Background: an optimization exercise with open tools, aiming at small area, a short achievable clock period and few clock cycles per item. Do not read the settings as production practice.
The RTL was checked by simulation tests, not by an equivalence proof against the original design.

## run A
==> flow/design.v (excerpt) <==
module fxcore (
    input  wire        clk,
    input  wire        rst,
    input  wire        req,
    input  wire        we,
    input  wire [4:0]  addr,
    input  wire [31:0] wdata,
    output reg  [31:0] rdata,
    output wire        ack
);
    localparam [5:0] OP_FROMINT = 6'h01, OP_FADD   = 6'h02, OP_FSUB   = 6'h03,
                     OP_FMUL    = 6'h04, OP_FDIV   = 6'h05, OP_FROUND = 6'h06,
                     OP_FFLOOR  = 6'h07, OP_FCEIL  = 6'h08, OP_FFRAC  = 6'h09,
                     OP_FCLAMP  = 6'h0A, OP_FLERP  = 6'h0B, OP_FCMP   = 6'h0C,
                     OP_FSQRT   = 6'h0D, OP_ISQRT  = 6'h0E,
                     OP_RINT    = 6'h18, OP_RRANGE = 6'h19, OP_RBOOL  = 6'h1A,
                     OP_RFIX    = 6'h1B,
                     OP_VADD2   = 6'h20, OP_VADD3  = 6'h21, OP_VSUB2  = 6'h22,
                     OP_VSUB3   = 6'h23, OP_VSCALE2 = 6'h24, OP_VSCALE3 = 6'h25,
                     OP_VDIVS2  = 6'h26, OP_VDIVS3 = 6'h27, OP_VNEG2  = 6'h28,
                     OP_VNEG3   = 6'h29, OP_VDOT2  = 6'h2A, OP_VDOT3  = 6'h2B,
                     OP_VCROSS3 = 6'h2C, OP_VEQ2   = 6'h2D, OP_VEQ3   = 6'h2E,
                     OP_VLENSQ2 = 6'h30, OP_VLENSQ3 = 6'h31, OP_VLEN2 = 6'h32,
                     OP_VLEN3   = 6'h33, OP_VNORM2 = 6'h34, OP_VNORM3 = 6'h35,
                     OP_VDIST2  = 6'h36, OP_VDIST3 = 6'h37;
    localparam [4:0] A_CMD = 5'd16, A_STATUS = 5'd17, A_ERRCMD = 5'd18, A_SEED = 5'd19;
    localparam        DSTG  = 2;                  
    localparam [3:0]  CW24  = 24 / (2 * DSTG) - 1;  
    localparam [3:0]  CW48  = 48 / (2 * DSTG) - 1;  
    localparam [31:0] RNG_A = 32'd1664525;
    localparam [31:0] RNG_C = 32'd1013904223;
    localparam [3:0] S_IDLE = 4'd0, S_ERR = 4'd1, S_EX = 4'd2, S_QSET = 4'd3,
                     S_DIV = 4'd4, S_DFIX = 4'd5, S_SQS = 4'd6, S_NFIX = 4'd7,
  ...
Size in the first run: about 9900 cells after synthesis, about 970 flip-flops, ~74 I/O pins.
clock: 14.0 ns
lec_check: 0
cap_margin: 20
core_margin: 2
core_utilization: 40
setup_slack_margin: 4
slew_margin: 20
run.sh (not shown) runs the stock make flow with config.mk's settings and CLKGATE_MAP_FILE= SYNTH_SCRIPT=/design/flow/synth_recipe.tcl, a recipe that flattens the netlist after the stock synthesis.
Run A: all stages complete, timing, DRC and antenna checks passed
Testbench counts of run A, summed over its fixed seeds: cycles 40,509, cmds 3,200.
--- input diff run A..run B ---
Settings: changing CORE_UTILIZATION from 40 to 60; changing SETUP_SLACK_MARGIN from 4 to 5.
==> notes.md <==
Run B finished all stages; layout check result: FAIL, due to capacitance limit, slew limit.
The run showing the smaller clock buffer instance count of the final layout is run B.
From run A to run B the numbers moved as follows: count of TritonRoute iterations in the first routing pass went up.
Between run B and run A, the number of multi-input combinational cells in the layout figures differ only marginally.
From run A to run B the numbers moved as follows: fraction of registers with async set or reset after synthesis saw little to no change.
[inputs] run C vs run B
Settings: CORE_UTILIZATION now 50, was 60; SLEW_MARGIN now 10, was 20; CAP_MARGIN now 10, was 20.
--- outcome ---
In run C the implementation ran to completion but is not tape-out ready, as the final checks report slew limit. Routed length on met2 (run C vs. run B) increases by a few percent. Higher count of clock-buffer cells in the layout was reported by run C, not run B. When run C is set beside run B, its critical path's largest stage delay turns out to be 0.34 ns smaller. The launching element of the worst setup path comes out op[1] in one run and state[0] in the other, namely in run C and run B respectively.
For run D, these inputs were changed with respect to run C:
Settings: a change of CAP_MARGIN from 10 to 20; a change of CORE_UTILIZATION from 50 to 40; a change of SLEW_MARGIN from 10 to 20.
==> comparison <==
Diff run C -> run D | final cell count | increase of about 4.7%
Summary of run D over run C: initial antenna violation count shrank by about 30%; critical path depth has increased.
Summary across run D and run C: the single failing run is run C.
Run C → run D: sequential fraction of total cell area went down, last weighted congestion value of the routability-driven placer lower, footprint of the multi-input gates shows no meaningful change.
Core utilization in run D vs run C: down 12 points

========
v57:
Starting RTL as in the previous note.
Settings: LEC_CHECK=0, CAP_MARGIN=20, CORE_MARGIN=2, CORE_UTILIZATION=50, SETUP_SLACK_MARGIN=5, SLEW_MARGIN=20; clock period 14.0 ns.
v57 finished every stage and its layout cleared the timing, DRC and antenna checks.
Testbench counts of v57, summed over its fixed seeds: cycles 40,509, cmds 3,200.
For v38, these inputs were changed with respect to v57:
--- a/flow/config.mk
+++ b/flow/config.mk
@@ -8,5 +8,5 @@
 export CAP_MARGIN = 20
 export CORE_MARGIN = 2
-export CORE_UTILIZATION = 50
+export CORE_UTILIZATION = 55
 export SETUP_SLACK_MARGIN = 5
 export SLEW_MARGIN = 20
Notes after the runs:
The lower final period utilization of v57 and v38 is in v57. Delta (v38 minus v57): accumulated negative setup slack roughly the same; count of clock-buffer cells in the layout lower; total of plain and repair buffers excluding clock buffers lower. v57 has lower minimum clock period than v38. Number of nets in the layout of v38 falls short of that of v57 slightly. v38 has global-route wire length before repair below what v57 had. v38 ran to completion and came out clean on the timing, DRC and antenna checks.
What v53 does differently from v38 at the input level:
--- a/flow/config.mk
+++ b/flow/config.mk
@@ -8,5 +8,5 @@
 export CAP_MARGIN = 20
 export CORE_MARGIN = 2
-export CORE_UTILIZATION = 55
+export CORE_UTILIZATION = 45
 export SETUP_SLACK_MARGIN = 5
 export SLEW_MARGIN = 20
## What came out
v53 reports a lower via count than v38 does.
Between v53 and v38, the count of multi-input combinational gates figures differ only marginally.
Post-route standard cell area excluding fillers grows slightly when moving from v38 to v53.
In the flow results for v38 and v53, the met1 wire length is smaller on v38.
The count of plain and timing-repair buffers in v53 was higher than what v38 gave.
The initial antenna violation count of v53 falls short of that of v38 by 5.
CTS clock-pin slew for the worst setup and hold paths across v38 and v53: no real change.
Wire length: v53 vs v38 down 5500 microns
Side by side, clock period minus worst slack turned out lower in v53 than in v38.

[static timing again, ports no longer ideal]
Ports are ideal in the flow. The routed layouts listed here were re-timed in OpenROAD. Step 1: set_driving_cell puts a clkbuf_16 on clk and a buf_2 on each other input, an assumption about the parent block. Step 2 moves the port delays by t, midway between the first and last clock arrival at a register: inputs arrive t later, outputs are due t later. That takes back most of the time a late clock gives input paths. Three values: no drivers, after step 1, after step 2; two values: the first two.
run	t, ns	slack for setup (ns)	worst data-port slew with drivers (ns)	pins driven straight from the clock port
run A	0.881	3.851 / 3.851 / 3.343	0.15	1
run B	0.873	4.785 / 4.785 / 4.324	0.05	1
run C	0.890	4.861 / 4.861 / 4.476	0.06	1
run D	0.885	4.817 / 4.817 / 4.405	0.12	1
v57	0.887	4.914 / 4.881 / 4.385	0.06	1
v38	0.863	4.876 / 4.876 / 4.378	0.05	1
v53	0.891	4.966 / 4.966 / 4.444	0.05	1
For v57, which loses most, drivers alone change the setup slack by -0.033 ns; drivers and shift together by -0.529 ns.
